Background: an optimization exercise with open tools, aiming at a short achievable clock period and few clock cycles. Do not read the settings as production practice. Function was checked by simulation only, so behaviour that the tests miss may differ from the original. No activity file was given, so power comes from the tool's default toggle rates.

`flow/design.v`:
```
module nec16_core (
    input  wire        clk,
    input  wire        rst,           
    input  wire        step,          
    output wire        ready,         
    output wire        done,          
    output wire        err,           
    output wire [1:0]  err_code,      
    input  wire [3:0]  dbg_sel,
    output wire [15:0] dbg_val,
    input  wire        host_we,
    input  wire [15:0] host_wdata,
    output wire        bus_req,
    output wire        bus_we,
    output wire [15:0] bus_addr,
    output wire [7:0]  bus_wdata,
    input  wire        bus_ack,
    input  wire [7:0]  bus_rdata,
    input  wire        bus_err,
    input  wire [1:0]  bus_err_code
);
    localparam [1:0] E_INSTR = 2'd1,    
                     E_ARITH = 2'd3;    
    localparam [3:0] S_IDLE = 4'd0,
                     S_F0   = 4'd1,     
                     S_F1   = 4'd2,     
                     S_X    = 4'd3,     
                     S_DIV  = 4'd4,     
                     S_DZ   = 4'd5,     
                     S_W    = 4'd6,     
                     S_WE   = 4'd7,     
                     S_W2   = 4'd8,     
                     S_WPA  = 4'd9,     
                     S_WPW  = 4'd10,    
                     S_WPB  = 4'd11,    
                     S_DN   = 4'd12,    
                     S_FP   = 4'd13;    
    localparam [3:0] C_GM  = 4'd0,  C_SM  = 4'd1,  C_LDI = 4'd2,  C_JI  = 4'd3,
                     C_UJ  = 4'd4,  C_PSI = 4'd5,  C_PSR = 4'd6,  C_POP = 4'd7,
                     C_CLA = 4'd8,  C_CLR = 4'd9,  C_RET = 4'd10, C_STA = 4'd11,
                     C_LDA = 4'd12;
    reg [15:0] x [0:15];                
    reg [3:0]  state;
    reg        idle_r, done_r, breq_r, bwe_r;
    reg        lastA_r;                 
    reg        lastB_r;                 
    reg        err_r;
    reg [1:0]  code_r;
    reg [15:0] baddr;                   
    reg        pcff;                    
    reg [7:0]  bwdata;
    reg [7:0]  ir0, ir1;
    reg [15:0] P, P2;                   
    reg        Pff, P2ff;               
    reg [15:0] opa, opb, opc;
    reg        opcff;
    reg        cr0_r;                   
    reg        e_v;                     
    reg        e_alu;                   
    reg        pcw_r;                   
    reg [15:0] eres_s, eres_c;          
    wire [15:0] eres = eres_s + eres_c;  
    reg        wb_v;
    reg [3:0]  wb_i;
    reg [3:0]  cls;
    reg [1:0]  t, tlast;
    reg [7:0]  lo, hib;
    reg [8:0]  lo2;                     
    reg        loff;                    
    reg [15:0] S_r, Sp2, Sm2;
    reg [15:0] dq, dr;
    reg [17:0] d3;
    reg [2:0]  dcnt;
    reg        bz_r;
    assign bus_req   = breq_r;
    assign bus_we    = bwe_r;
    assign bus_addr  = baddr;
    assign bus_wdata = bwdata;
    wire ehold  = e_v & e_alu;
    wire done_w = done_r | (breq_r & bus_ack & ((bus_err & ~ehold) | lastA_r | (lastB_r & step)));
    wire ready_w = idle_r | done_w;
    assign done     = done_w;
    assign ready    = ready_w;
    assign err      = breq_r ? bus_err : err_r;
    assign err_code = breq_r ? bus_err_code : code_r;
    wire [3:0] dsl = {dbg_sel[1:0] == 2'd3, dbg_sel[1:0] == 2'd2,
                      dbg_sel[1:0] == 2'd1, dbg_sel[1:0] == 2'd0};
    wire [3:0] dsh = {dbg_sel[3:2] == 2'd3, dbg_sel[3:2] == 2'd2,
                      dbg_sel[3:2] == 2'd1, dbg_sel[3:2] == 2'd0};
    reg [15:0] dgrp [0:3];
    reg [15:0] dbg_or;
    integer di, dj;
    always @(*) begin
        dbg_or = 16'h0000;
        for (dj = 0; dj < 4; dj = dj + 1) begin
            dgrp[dj] = 16'h0000;
            for (di = 0; di < 4; di = di + 1)
                dgrp[dj] = dgrp[dj] | (x[4*dj+di] & {16{dsl[di]}});
            dbg_or = dbg_or | (dgrp[dj] & {16{dsh[dj]}});
        end
    end
    assign dbg_val = dbg_or;
    wire hwr = ready_w & ~step & host_we;
    wire [3:0] op   = ir0[7:4];
    wire [3:0] ra   = ir0[3:0];
    wire [3:0] rb   = ir1[7:4];
    wire [3:0] rc   = ir1[3:0];
    wire [3:0] nrb  = bus_rdata[7:4];       
    wire [3:0] nrc  = bus_rdata[3:0];
    wire [15:0] xf [0:15];
    genvar gi;
    generate
        for (gi = 0; gi < 16; gi = gi + 1) begin : g_fwd
            assign xf[gi] = (wb_v && wb_i == gi) ? eres : x[gi];
        end
    endgenerate
    wire [15:0] rd_a  = (ra  == 4'd15) ? P : xf[ra];
    wire [15:0] rd_nb = (nrb == 4'd15) ? P : xf[nrb];
    wire [15:0] rd_nc = (nrc == 4'd15) ? P : xf[nrc];
    wire        cr0   = (xf[2] == 16'd0);
    wire [3:0] n_op = bus_rdata[7:4];
    wire [3:0] n_ra = bus_rdata[3:0];
    wire n_f1A = (n_op == 4'h1) | (n_op == 4'h4) |
                 ((n_op == 4'h0) & ((n_ra == 4'h0) | (n_ra >= 4'ha)));
    wire n_f1B = ((n_op >= 4'h5) & (n_op <= 4'hd) & (n_ra != 4'hf)) |
                 ((n_op == 4'h0) & ((n_ra == 4'h1) | (n_ra == 4'h2) | (n_ra == 4'h3) |
                                    (n_ra == 4'h6) | (n_ra == 4'h7)));
    wire is_alu = (op >= 4'h5) & (op <= 4'hd);
    function [31:0] csa(input [15:0] p, input [15:0] q, input [15:0] r);
        csa = {((p & q) | (p & r) | (q & r)) << 1, p ^ q ^ r};
    endfunction
    reg [15:0] pp [0:8];
    reg [15:0] bm;
    reg        b_m1, b_0, b_1, one, two, neg;
    integer    bj;
    always @(*) begin
        pp[8] = 16'h0000;
        for (bj = 0; bj < 8; bj = bj + 1) begin
            b_m1 = (bj == 0) ? 1'b0 : opb[2*bj-1];
            b_0  = opb[2*bj];
            b_1  = opb[2*bj+1];
            one  = b_0 ^ b_m1;
            two  = (b_1 & ~b_0 & ~b_m1) | (~b_1 & b_0 & b_m1);
            neg  = b_1 & ~(b_0 & b_m1);
            bm   = ({16{one}} & opa) | ({16{two}} & {opa[14:0], 1'b0});
            pp[bj] = ({16{neg}} ^ bm) << (2 * bj);
            pp[8][2*bj] = neg;
        end
    end
    wire [31:0] l1a = csa(pp[0], pp[1], pp[2]);
    wire [31:0] l1b = csa(pp[3], pp[4], pp[5]);
    wire [31:0] l1c = csa(pp[6], pp[7], pp[8]);
    wire [31:0] l2a = csa(l1a[15:0], l1a[31:16], l1b[15:0]);
    wire [31:0] l2b = csa(l1b[31:16], l1c[15:0], l1c[31:16]);
    wire [31:0] l3  = csa(l2a[15:0], l2a[31:16], l2b[15:0]);
    wire [31:0] l4  = csa(l3[15:0], l3[31:16], l2b[31:16]);
    reg [15:0] alu;
    always @(*) begin
        case (op)
            4'h5: alu = opa | opb;
            4'h6: alu = opa & opb;
            4'h7: alu = opa ^ opb;
            4'h8: alu = ~opa;
            4'h9: alu = opa << opb[3:0];
            4'ha: alu = opa >> opb[3:0];
            4'hb: alu = opa + opb;
            4'hc: alu = opa - opb;
            default: alu = 16'h0000;    
        endcase
    end
    reg cmp;
    always @(*) begin
        case (ra[1:0])
            2'd1: cmp = (opb == opc);
            2'd2: cmp = (opb >  opc);
            default: cmp = (opb < opc);
        endcase
    end
    wire [15:0] pcval = (ra == 4'h7 && rc == 4'hf) ? opb : opc;
    wire [17:0] dsh4 = {dr, dq[15:14]};
    wire [18:0] dt1 = {1'b0, dsh4} - {3'b000, opb};
    wire [18:0] dt2 = {1'b0, dsh4} - {2'b00, opb, 1'b0};
    wire [18:0] dt3 = {1'b0, dsh4} - {1'b0, d3};
    wire [15:0] nr = !dt3[18] ? dt3[15:0] : !dt2[18] ? dt2[15:0] :
                     !dt1[18] ? dt1[15:0] : dsh4[15:0];
    wire [1:0]  qd = !dt3[18] ? 2'd3 : !dt2[18] ? 2'd2 : !dt1[18] ? 2'd1 : 2'd0;
    wire [15:0] nq = {dq[13:0], qd};
    wire [15:0] nres = op[0] ? nr : nq;              
    wire [15:0] zres = op[0] ? opa : 16'h0000;       
    function [3:0] msb16(input [15:0] w);
        integer j;
        begin
            msb16 = 4'd0;
            for (j = 0; j < 16; j = j + 1)
                if (w[j]) msb16 = j[3:0];
        end
    endfunction
    wire [3:0] ma = msb16(opa);
    wire [3:0] mb = msb16(opb);
    wire [4:0] dn = {1'b0, ma} - {1'b0, mb} + 5'd1;      
    wire [3:0] dc = dn[4:1] + {3'b000, dn[0]};           
    wire [31:0] dal = {16'd0, opa} << (5'd16 - {dc, 1'b0});
    wire        is_jmp = (op == 4'h1);
    wire        is_ori = (op == 4'h4);
    wire [15:0] npc1 = (is_jmp && cr0) ? rd_a :
                       (is_ori && ra == 4'hf) ? (P | {8'h00, bus_rdata}) : P;
    wire        nff1 = (is_jmp && cr0) ? (rd_a == 16'hffff) :
                       (is_ori && ra == 4'hf) ? (P[15:8] == 8'hff && (P[7:0] | bus_rdata) == 8'hff) :
                       Pff;
    wire        pcw_c = (op == 4'h0) && ((ra == 4'h6 && nrb == 4'hf) ||
                                         (ra == 4'h7 && (nrb == 4'hf || nrc == 4'hf)));
    wire [15:0] v   = {bus_rdata, lo};
    wire [15:0] v2  = {bus_rdata + {7'd0, lo2[8]}, lo2[7:0]};
    wire        vff = (bus_rdata == 8'hff) & loff;
    wire        v2ff = (bus_rdata == 8'hff) & (lo == 8'hfd);
    reg [15:0] npcx;
    reg        nffx;
    always @(*) begin
        case (cls)
            C_GM:  begin npcx = (ra == 4'hf) ? {8'h00, bus_rdata} : P;
                         nffx = (ra == 4'hf) ? 1'b0 : Pff; end
            C_LDI: begin npcx = (rb == 4'hf) ? v2 : P2;
                         nffx = (rb == 4'hf) ? v2ff : P2ff; end
            C_JI:  begin npcx = cr0_r ? v : P2;
                         nffx = cr0_r ? vff : P2ff; end
            C_UJ, C_CLA, C_RET: begin npcx = v; nffx = vff; end
            C_PSI, C_STA: begin npcx = P2; nffx = P2ff; end
            C_POP: begin npcx = (rc == 4'hf) ? v : P;
                         nffx = (rc == 4'hf) ? vff : Pff; end
            C_CLR: begin npcx = opc; nffx = opcff; end
            C_LDA: begin npcx = (rc == 4'hf) ? v2 : P2;
                         nffx = (rc == 4'hf) ? v2ff : P2ff; end
            default: begin npcx = P; nffx = Pff; end
        endcase
    end
    reg [15:0] npc;        
    reg        nff;        
    reg        fin;        
    reg        go_e;       
    reg        go_fp;      
    always @(posedge clk) begin
        if (rst) begin
            state   <= S_IDLE;
            idle_r  <= 1'b1;
            done_r  <= 1'b0;
            breq_r  <= 1'b0;
            bwe_r   <= 1'b0;
            lastA_r <= 1'b0;
            lastB_r <= 1'b0;
            e_v     <= 1'b0;
            e_alu   <= 1'b0;
            wb_v    <= 1'b0;
            err_r   <= 1'b0;
            code_r  <= 2'd0;
            pcff    <= (x[15] == 16'hffff);
            baddr   <= x[15];
        end else begin
            fin   = 1'b0;
            go_e  = 1'b0;
            go_fp = 1'b0;
            npc   = baddr;
            nff   = pcff;
            e_v   <= 1'b0;
            e_alu <= 1'b0;
            wb_v  <= 1'b0;
            if (wb_v) x[wb_i] <= eres;
            if (e_v) begin
                if (e_alu) begin
                    eres_s <= (op == 4'hd) ? l4[15:0]  : alu;
                    eres_c <= (op == 4'hd) ? l4[31:16] : 16'h0000;
                    wb_v <= 1'b1;
                    wb_i <= ra;
                end else begin
                    case (ra)
                        4'h1, 4'h2, 4'h3: x[2] <= cmp ? 16'd0 : 16'd1;
                        4'h6: x[rb] <= opc;
                        4'h7: begin x[rb] <= opc; x[rc] <= opb; end
                        default: ;
                    endcase
                end
            end
            case (state)
                S_IDLE: begin
                    fin = 1'b0;
                end
                S_F0: if (bus_ack) begin
                    if (bus_err) begin
                        if (ehold) begin
                            state   <= S_DN;
                            breq_r  <= 1'b0;
                            done_r  <= 1'b1;
                            err_r   <= 1'b1;
                            code_r  <= bus_err_code;
                        end else
                            fin = 1'b1;       
                    end else begin
                        ir0     <= bus_rdata;
                        P       <= baddr + 16'd2;
                        P2      <= baddr + 16'd4;
                        Pff     <= (baddr == 16'hfffd);
                        P2ff    <= (baddr == 16'hfffb);
                        baddr   <= baddr + 16'd1;
                        lastA_r <= n_f1A;
                        lastB_r <= n_f1B;
                        state   <= S_F1;
                    end
                end
                S_F1: if (bus_ack) begin
                    if (bus_err) begin
                        fin = 1'b1;
                        npc = x[15];
                        nff = 1'b0;
                        baddr <= x[15];
                        pcff  <= 1'b0;
                    end else begin
                        ir1   <= bus_rdata;
                        opa   <= rd_a;
                        opb   <= rd_nb;
                        opc   <= rd_nc;
                        opcff <= (rd_nc == 16'hffff);
                        cr0_r <= cr0;
                        pcw_r <= pcw_c;
                        S_r   <= xf[13];
                        Sp2   <= xf[13] + 16'd2;
                        Sm2   <= xf[13] - 16'd2;
                        dq    <= 16'd0;
                        dr    <= rd_a;
                        bz_r  <= (rd_nb == 16'd0);
                        t     <= 2'd0;
                        x[15] <= P;
                        if (lastA_r | lastB_r) begin
                            npc = npc1;
                            nff = nff1;
                            x[15] <= npc1;
                            baddr <= npc1;
                            pcff  <= nff1;
                            if (is_ori) x[ra] <= rd_a | {8'h00, bus_rdata};
                            if (lastA_r) fin = 1'b1;
                            else begin
                                go_e = 1'b1;
                                if (is_alu) e_alu <= 1'b1;
                                if (step) begin
                                    fin = 1'b1;
                                    go_fp = pcw_c;
                                end else begin
                                    breq_r <= 1'b0; lastA_r <= 1'b0; lastB_r <= 1'b0;
                                    err_r <= 1'b0;
                                    if (is_alu) state <= S_WE;
                                    else begin state <= S_W; done_r <= 1'b1; end
                                end
                            end
                        end else begin
                            baddr <= P;
                            pcff  <= Pff;
                            lastA_r <= 1'b0;
                            lastB_r <= 1'b0;
                            breq_r  <= 1'b0;
                            bwe_r   <= 1'b0;
                            err_r   <= 1'b0;
                            if (is_alu) begin
                                go_e  = 1'b1;
                                e_alu <= 1'b1;
                                state <= S_WPA;
                            end else if (op >= 4'he) begin
                                state  <= S_DZ;
                                done_r <= (rd_a < rd_nb);
                            end else begin
                                state  <= S_X;
                                breq_r <= 1'b1;
                                case (op)
                                    4'h2: begin cls <= C_GM; tlast <= 2'd0; lastA_r <= 1'b1;
                                        baddr <= xf[1]; end
                                    4'h3: begin cls <= C_SM; tlast <= 2'd0; lastA_r <= 1'b1;
                                        baddr <= xf[1]; bwe_r <= 1'b1; bwdata <= rd_a[7:0]; end
                                    default: case (ra)         
                                        4'h4: begin cls <= C_LDI; tlast <= 2'd1; end
                                        4'h5: begin cls <= C_JI;  tlast <= 2'd1; end
                                        4'h8: begin cls <= C_UJ;  tlast <= 2'd1; end
                                        default: case (nrb)    
                                            4'h0: begin cls <= C_PSI; tlast <= 2'd3; end
                                            4'h1: begin cls <= C_PSR; tlast <= 2'd1;
                                                baddr <= xf[13]; bwe_r <= 1'b1; bwdata <= rd_nc[7:0]; end
                                            4'h2: begin cls <= C_POP; tlast <= 2'd1;
                                                baddr <= xf[13] - 16'd2; end
                                            4'h3: begin cls <= C_CLA; tlast <= 2'd3;
                                                baddr <= xf[13]; bwe_r <= 1'b1; bwdata <= P2[7:0]; end
                                            4'h4: begin cls <= C_CLR; tlast <= 2'd1;
                                                baddr <= xf[13]; bwe_r <= 1'b1; bwdata <= P[7:0]; end
                                            4'h5: begin cls <= C_RET; tlast <= 2'd1;
                                                baddr <= xf[13] - 16'd2; end
                                            4'h6: begin cls <= C_STA; tlast <= 2'd3; end
                                            4'h7: begin cls <= C_LDA; tlast <= 2'd3; end
                                            default: begin   
                                                state <= S_DN; breq_r <= 1'b0;
                                                done_r <= 1'b1;
                                            end
                                        endcase
                                    endcase
                                endcase
                            end
                        end
                    end
                end
                S_X: if (bus_ack) begin
                    if (bus_err) begin
                        fin = 1'b1;
                        npc = P;
                        nff = Pff;
                        baddr <= P;
                        pcff  <= Pff;
                    end else begin
                        lo   <= bus_rdata;
                        lo2  <= {1'b0, bus_rdata} + 9'd2;
                        loff <= (bus_rdata == 8'hff);
                        if (t == tlast) begin
                            fin = 1'b1;
                            npc = npcx;
                            nff = nffx;
                            case (cls)
                                C_GM:  x[ra] <= {8'h00, bus_rdata};
                                C_LDI: x[rb] <= v;
                                C_PSI, C_PSR, C_CLA, C_CLR: x[13] <= Sp2;
                                C_POP: begin x[13] <= Sm2; x[rc] <= v; end
                                C_RET: x[13] <= Sm2;
                                C_LDA: x[rc] <= v;
                                default: ;
                            endcase
                            x[15] <= npcx;
                            baddr <= npcx;
                            pcff  <= nffx;
                        end else begin
                            t <= t + 2'd1;
                            lastA_r <= (t + 2'd1 == tlast);
                            if (t[0] == 1'b0) begin
                                baddr <= baddr + 16'd1;
                                case (cls)
                                    C_PSR, C_STA: bwdata <= opc[15:8];
                                    C_CLA: bwdata <= P2[15:8];
                                    C_CLR: bwdata <= P[15:8];
                                    C_PSI: bwdata <= hib;
                                    default: ;
                                endcase
                            end else begin
                                case (cls)
                                    C_PSI: begin baddr <= S_r; bwe_r <= 1'b1;
                                        bwdata <= lo; hib <= bus_rdata; end
                                    C_CLA: begin baddr <= P; bwe_r <= 1'b0; end
                                    C_STA: begin baddr <= v; bwe_r <= 1'b1; bwdata <= opc[7:0]; end
                                    default: begin baddr <= v; bwe_r <= 1'b0; end    
                                endcase
                            end
                        end
                    end
                end
                S_DZ: begin
                    if (done_r) begin
                        fin = 1'b1;
                        x[ra] <= zres;
                        if (ra == 4'hf) begin
                            npc = zres;
                            nff = (zres == 16'hffff);
                            baddr <= zres;
                            pcff  <= nff;
                        end
                    end else if (bz_r) begin
                        state  <= S_DN;
                        done_r <= 1'b1; err_r <= 1'b1; code_r <= E_ARITH;
                    end else begin
                        dr    <= dal[31:16];
                        dq    <= dal[15:0];
                        d3    <= {2'b00, opb} + {1'b0, opb, 1'b0};
                        dcnt  <= dc[2:0] - 3'd1;
                        state <= S_DIV;
                        if (dc == 4'd1 && ra != 4'hf) done_r <= 1'b1;
                    end
                end
                S_DIV: begin
                    dq <= nq;
                    dr <= nr;
                    dcnt <= dcnt - 3'd1;
                    if (dcnt == 3'd1 && ra != 4'hf) done_r <= 1'b1;
                    if (dcnt == 3'd0) begin
                        x[ra] <= nres;
                        if (ra == 4'hf) begin
                            state  <= S_WPB;
                            done_r <= 1'b1;
                        end else
                            fin = 1'b1;
                    end
                end
                S_WE: begin
                    state  <= S_W2;
                    done_r <= 1'b1;
                end
                S_WPA: begin
                    state  <= S_WPW;
                end
                S_WPW: begin
                    state  <= S_WPB;
                    done_r <= 1'b1;
                end
                S_WPB: begin
                    fin = 1'b1;
                    npc = x[15];
                    nff = (x[15] == 16'hffff);
                    baddr <= x[15];
                    pcff <= nff;
                end
                S_W: begin
                    fin = 1'b1;
                    if (pcw_r) begin
                        npc = pcval;
                        nff = (pcval == 16'hffff);
                        baddr <= pcval;
                        pcff  <= nff;
                    end
                end
                S_FP: begin
                    baddr  <= pcval;
                    pcff   <= (pcval == 16'hffff);
                    if (pcval == 16'hffff) begin
                        state  <= S_DN;
                        done_r <= 1'b1; err_r <= 1'b1; code_r <= E_INSTR;
                    end else begin
                        state  <= S_F0;
                        breq_r <= 1'b1;
                    end
                end
                default: begin    
                    fin = 1'b1;
                end
            endcase
            if (fin) begin
                if (step) begin
                    idle_r  <= 1'b0;
                    bwe_r   <= 1'b0;
                    lastA_r <= 1'b0;
                    lastB_r <= 1'b0;
                    err_r   <= 1'b1;
                    code_r  <= E_INSTR;
                    if (go_fp) begin
                        state  <= S_FP;
                        breq_r <= 1'b0;
                        done_r <= 1'b0;
                    end else if (nff && go_e && is_alu) begin
                        state  <= S_WE;
                        breq_r <= 1'b0;
                        done_r <= 1'b0;
                    end else begin
                        state  <= nff ? S_DN : S_F0;
                        breq_r <= ~nff;
                        done_r <= nff;
                    end
                end else begin
                    state   <= S_IDLE;
                    idle_r  <= 1'b1;
                    breq_r  <= 1'b0;
                    bwe_r   <= 1'b0;
                    lastA_r <= 1'b0;
                    lastB_r <= 1'b0;
                    done_r  <= 1'b0;
                end
            end else if (state == S_IDLE && step) begin
                state   <= pcff ? S_DN : S_F0;
                idle_r  <= 1'b0;
                breq_r  <= ~pcff;
                bwe_r   <= 1'b0;
                lastA_r <= 1'b0;
                lastB_r <= 1'b0;
                done_r  <= pcff;
                err_r   <= 1'b1;
                code_r  <= E_INSTR;
            end
            if (go_e) e_v <= 1'b1;
            if (hwr) begin
                x[dbg_sel] <= host_wdata;
                if (dbg_sel == 4'hf) begin
                    baddr <= host_wdata;
                    pcff  <= (host_wdata == 16'hffff);
                end
            end
        end
    end
endmodule
```
`flow/run.sh`:
```
#!/bin/bash
# synth_recipe.tcl (not shown) runs the flow's synth.tcl, then flattens the netlist and writes it again
# the make line also repeats each setting of config.mk as NAME=value (left out here)
make -C /OpenROAD-flow-scripts/flow DESIGN_CONFIG=/design/flow/config.mk WORK_HOME=/design/flow/orfs CLKGATE_MAP_FILE= SYNTH_SCRIPT=/design/flow/synth_recipe.tcl finish
```
`flow/config.mk`:
```
export PLATFORM = sky130hd
export DESIGN_NAME = nec16_core
export DESIGN_NICKNAME = nec16_core
export VERILOG_FILES = /design/flow/design.v
export SDC_FILE = /design/flow/constraint.sdc
export NUM_CORES = 4
export LEC_CHECK = 0
export ABC_CLOCK_PERIOD_IN_PS = 4500
export CAP_MARGIN = 20
export CORE_MARGIN = 2
export CORE_UTILIZATION = 55
export SETUP_SLACK_MARGIN = 5
export SLEW_MARGIN = 20
```
`flow/constraint.sdc`:
```
create_clock -name core_clock -period 10.0 [get_ports {clk}]
set_input_delay 2.0000 -clock core_clock [delete_from_list [all_inputs] [get_ports {clk}]]
set_output_delay 2.0000 -clock core_clock [all_outputs]
set_load 0.01 [all_outputs]
```
==> summary.txt, run 1 <==
Log Error=[ERROR GRT-0116] Global routing finished with congestion. Check the congestion regions in the DRC Viewer.; vias in the first global route=76900; total CTS buffers=70; post-synth top area share=0.263; global-route wire length before repair=624000 um; Clock Tree Buf Depth=3; Syn. warnings=3; top cells by area, synth=edfxtp_1 26%, a21oi_1 5.4%, o21ai_0 5.2%; simple-gate area share of the yosys netlist=0.184; Hold Buf Count CTS=0; Most used DFF post-synth=edfxtp_1; Synth Cell Area=60300 um^2; DP HPWL=295000 um; cell with the most instances after synthesis=nand2_1; Synth Area in Compound Gates=0.309; Synth Register Bits=561; Post-synth EDFFs=528; initial core utilization=0.554; Fail Step=global routing (5_1_grt); number of port buffers=82; Cell Rows=121; Mapped Cells=7654; mux cell area share after synthesis=0.0703; Synth Area in XOR/XNOR=0.0369; adder-cell share of the synthesized area=0.0642; cell taking the most area after synthesis=edfxtp_1; global placement routability congestion=1.36; GRT overflow=186; Avg Cell Area, Syn=7.87 um^2; syn_nets=7973; commonest cells in the netlist=833 x nand2_1, 694 x nor2_1, 646 x a21oi_1, 644 x clkbuf_1, 626 x o21ai_0; Netlist cell types=108; largest family of logic cells by synthesized area=compound AO/OA/AOI/OAI gates; status=did not finish; clock sink count=561; clock root cell=clkbuf_16; die width=335 um; Ports=83; async set or reset register ratio after synthesis=0; H-tree depth=3; die height=335 um; dpl cell area=63200 um^2; register area share after synthesis=0.274; pin count of the biggest net entering global routing=58; gr usage total=0.777
==> what timing repair did <==
action,in CTS
gates cloned,23
pin swaps,71
setup endpoints to repair,669
resized for setup,618
buffers inserted,205
==> power by group through the flow <==
stage	clock, mW	sequential, mW	combinational [mW]
3_3_place_gp	0	2.96	2.93
2_1_floorplan	0	2.83	1.87
3_5_place_dp	0	2.96	2.98
4_1_cts	2.65	2.91	3.16
==> metrics by stage <==
step / std cells / setup WS [ns]
CTS: 9111 / 4.32
floorplan: 7654 / 4.64
detailed placement: 8756 / 2.42
global placement: 8753 / 2.49
==> worst max-delay path by stage <==
stage / to / start / cells past startpoint / slack (ns)
floorplan: dbg_val[0] / dbg_sel[0] / 6 / 4.64
global placement: x[5][13] / bus_ack / 9 / 2.49
detailed placement: x[5][8] / bus_ack / 9 / 2.42
CTS: dbg_val[8] / dbg_sel[1] / 5 / 4.32
==> logic make-up after synthesis <==
logic type      after synthesis
compound gates             2866
xor+xnor                    252
fa+ha+maj                   283
buf+inv                     957
flops                       561
mux                         315
simple gates               2420
==> metal layers <==
metal | GRT overflow | GRT usage
met1 | 0 | 0.808
met4 | 81 | 0.724
met5 | 0 | 0.327
met2 | 102 | 0.907
met3 | 3 | 0.652
Testbench counts, summed over its fixed seeds: cycles 68,453.
==> run 2: changes to the inputs <==
--- a/flow/config.mk
+++ b/flow/config.mk
@@ -10,3 +10,3 @@
 export CORE_MARGIN = 2
-export CORE_UTILIZATION = 55
+export CORE_UTILIZATION = 30
 export SETUP_SLACK_MARGIN = 5
==> summary.txt, run 2 <==
most frequent cells in the layout=773 x nand2_1, 657 x nor2_1, 620 x buf_4; worst r2r path cells=19; global placement routability congestion=1.12 (was 1.36); total power=10.0 mW; Worst Clk Skew=0.0833 ns; pin count of the biggest net entering global routing=66; worst skew pair latency=0.83 ns; core area=200000 um^2; reg2reg setup slack=4.06 ns; die footprint=204000 um^2; crit path capture type=flop; Vias=79500; post-route cell area=75000 um^2; final setup TNS=0 ns; DP HPWL=415000 um (was 295000 um); Largest register FFs=256; die width=452 um (was 335 um); layout net count=8152; dpl cell area=66400 um^2 (was 63200 um^2); Clock Pin Slew Worst Setup and Hold Paths=0.08 ns; worst path buffer plus inverter count=2; simple-gate area share of the yosys netlist=0.184 (unchanged); commonest cells in the netlist=833 x nand2_1, 694 x nor2_1, 646 x a21oi_1, 644 x clkbuf_1, 626 x o21ai_0 (unchanged); Clock Tree Buf Depth=3 (unchanged); Place WS=2.86 ns (was 2.42 ns); H-tree depth=3 (unchanged); total CTS buffers=78 (was 70); post-DR wirelength/cell=53.9 um; Largest regs=x x256, d3 x18; CP Cell Sequence=ha_1 -> and3_1 -> a221o_1 -> o21a_1 -> buf_4 -> or2_2 -> o21ai_0 -> a21oi_1 -> o2111ai_1 -> o21ai_1 -> buf_4 -> ha_1 -> nand4_1 -> nor3_1 -> a21boi_0 -> nor4_1 -> o21ai_1 -> a21oi_1 -> o2bb2ai_1; fill count=20400; Worst-Margin Slew=1.33 ns; Hold Path Stages=2; Synth-to-Final Area Change=24.5%; drt pass-1 iters=10; initial DRC count=15800; Ports=83 (unchanged); Synth Register Bits=561 (unchanged); async set or reset register ratio after synthesis=0 (unchanged); status=finished clean (was did not finish); cell with the most instances after synthesis=nand2_1 (unchanged); maximum clock rate=168 MHz; worst hold slack=0.522 ns; crit path time final=5.94 ns; # DRC=0; Max stage delay on crit path=1.05 ns; Biggest register=x; critical path's top delay family=compound AO/OA/AOI/OAI gates; commonest non-fill, non-tap cell in the layout=nand2_1; cell taking the most area after synthesis=edfxtp_1 (unchanged); largest family of logic cells by synthesized area=compound AO/OA/AOI/OAI gates (unchanged); Syn. warnings=3 (unchanged); WL final=574000 um; GRT overflow=0; top cells by area, synth=edfxtp_1 26%, a21oi_1 5.4%, o21ai_0 5.2% (unchanged); Synth Cell Area=60300 um^2 (unchanged); RSZ-0062 raised after global routing=yes; maximum fanout along the worst path=10; Synth Area in XOR/XNOR=0.0369 (unchanged); global-route wire length before repair=728000 um; post-synth top area share=0.263 (unchanged); CP required=10.68 ns; vias in the first global route=68900; ANT nets after route=0; clock root cell=clkbuf_16 (unchanged); worst reg2reg endpoint=done_r; Cell Rows=164 (was 121); share of layout cells above drive strength 1=0.201; number of port buffers=82 (unchanged); CTS tree=done; FF-to-FF Start=eres_s[11]; mux cell area share after synthesis=0.0703 (unchanged); crit path kind=flop to flop; sink of the worst hold path=dq[8]; Via density=7.47; power per cell area=134 nW/um^2; number of max-cap violations=0; syn_nets=7973 (unchanged); leakage=27.1 nW; final period utilization=0.594; Mapped Cells=7654 (unchanged); worst vdd ir=0.000141 V; Critical Path Stages=19; Netlist cell types=108 (unchanged); Max Slew Vio Count=0; slowest stage cell, crit path=o21ai_0; hold path startpoint=dq[6]; adder-cell share of the synthesized area=0.0642 (unchanged); initial antenna violation count=107; Post-synth EDFFs=528 (unchanged); clock sink count=561 (unchanged); CP arrival=6.62 ns; Worst Hold Class=flop to flop; Rel. slew slack=0.106; register area share after synthesis=0.274 (unchanged); Avg Cell Area, Syn=7.87 um^2 (unchanged); final worst-path setup slack=4.06 ns; Setup violations, final=0; Hold Vio Cnt, Final=0; die height=452 um (was 335 um); Critical Path Start Type=flop; initial core utilization=0.302 (was 0.554); Synth Area in Compound Gates=0.309 (unchanged); Most used DFF post-synth=edfxtp_1 (unchanged); gr usage total=0.538
[run 2: cell counts after synthesis]
No cell type changed its count.
[run 2: per-stage QoR]
step,instances,utilization
after global placement,10200,0.332
after global routing,10600,0.375
final,10600,0.376
after floorplan,7654,-
after CTS,10500,0.365
after detailed placement,10200,0.333
[run 2: kinds of logic (layout without fill, tap and decap cells)]
logic type	after synthesis	count (layout)
xor gates and xnor gates	252	252
other	0	89
adders and majority gates	283	283
and+or+nand+nor	2420	2422
DFF	561	561
muxes	315	316
buffers and inverters	957	1197
AOI/OAI and AO/OA	2866	2867
[run 2: routing by layer]
metal  part of all wire  track usage  vias to the layer above  wire [um]
met5             0.0018       0.0189                        -       1010
met4               0.12        0.474                       44      66200
met3               0.15        0.249                     2616      84600
met2               0.38        0.719                     8109     216000
met1               0.36        0.638                    39100     205000
li1                   -            -                    29700          -
[run 2: cell type report]
class,count,area (um^2),share of cell area
tap,2656,3320,0.0443
multi-input combinational,6140,43300,0.577
clock inverter,58,769,0.0103
clock buffer,87,2000,0.0266
sequential,561,16500,0.220
timing repair buffer,837,8010,0.107
inverter,215,868,0.0116
antenna,89,223,0.00297
[run 2: worst max path at each step]
| stage | slack [ns] | startpoint | to |
|---|---|---|---|
| final | 4.06 | eres_s[11] | done_r |
| after global routing | 4.21 | bus_rdata[7] | done_r |
| after CTS | 4.29 | dbg_sel[1] | dbg_val[3] |
| after detailed placement | 2.86 | bus_err | x[15][14] |
| after global placement | 2.34 | eres_s[4] | done_r |
| after floorplan | 4.64 | dbg_sel[0] | dbg_val[0] |
[run 2: where the power goes]
| part | switching, mW | leakage (nW) | internal (mW) |
|---|---|---|---|
| Combinational | 2.56 | 20.7 | 1.31 |
| Clock | 1.42 | 1.33 | 1.80 |
| Sequential | 0.242 | 5.05 | 2.71 |
[run 2: repair_timing]
action,CTS,global route
buffers inserted,127,78
hold buffers,0,0
pin swaps,37,68
gates resized for setup,571,251
cloned,20,7
endpoints found under the setup margin,623,356
[run 2: tightest hold or removal path, cell delays in order, from the launching register on]
cell and delay, ns:
edfxtp_1 0.35, nand2_1 0.05, o21ai_0 0.06

==> separate check: timing with driven ports <==
No port has a modelled driver above. Below, the same layout with a new extraction and two added sets of constraints.
Step 1, drivers: a clkbuf_16 drives clk and a buf_2 each remaining input, both assumed.
Step 2 also shifts input and output timing later by t, the mid clock arrival at the registers, as if the neighbouring blocks saw the same clock.
Three values: ideal, step 1, step 2; two values: the first two.
run: run 2
shift t [ns]: 0.887
slack for setup (ns): 4.057 / 3.970 / 3.445
worst hold slack (ns): 0.522 / 0.522 / 0.522
After both steps run 2 still meets setup and hold. For run 2, drivers alone change the setup slack by -0.087 ns; drivers and shift together by -0.612 ns.
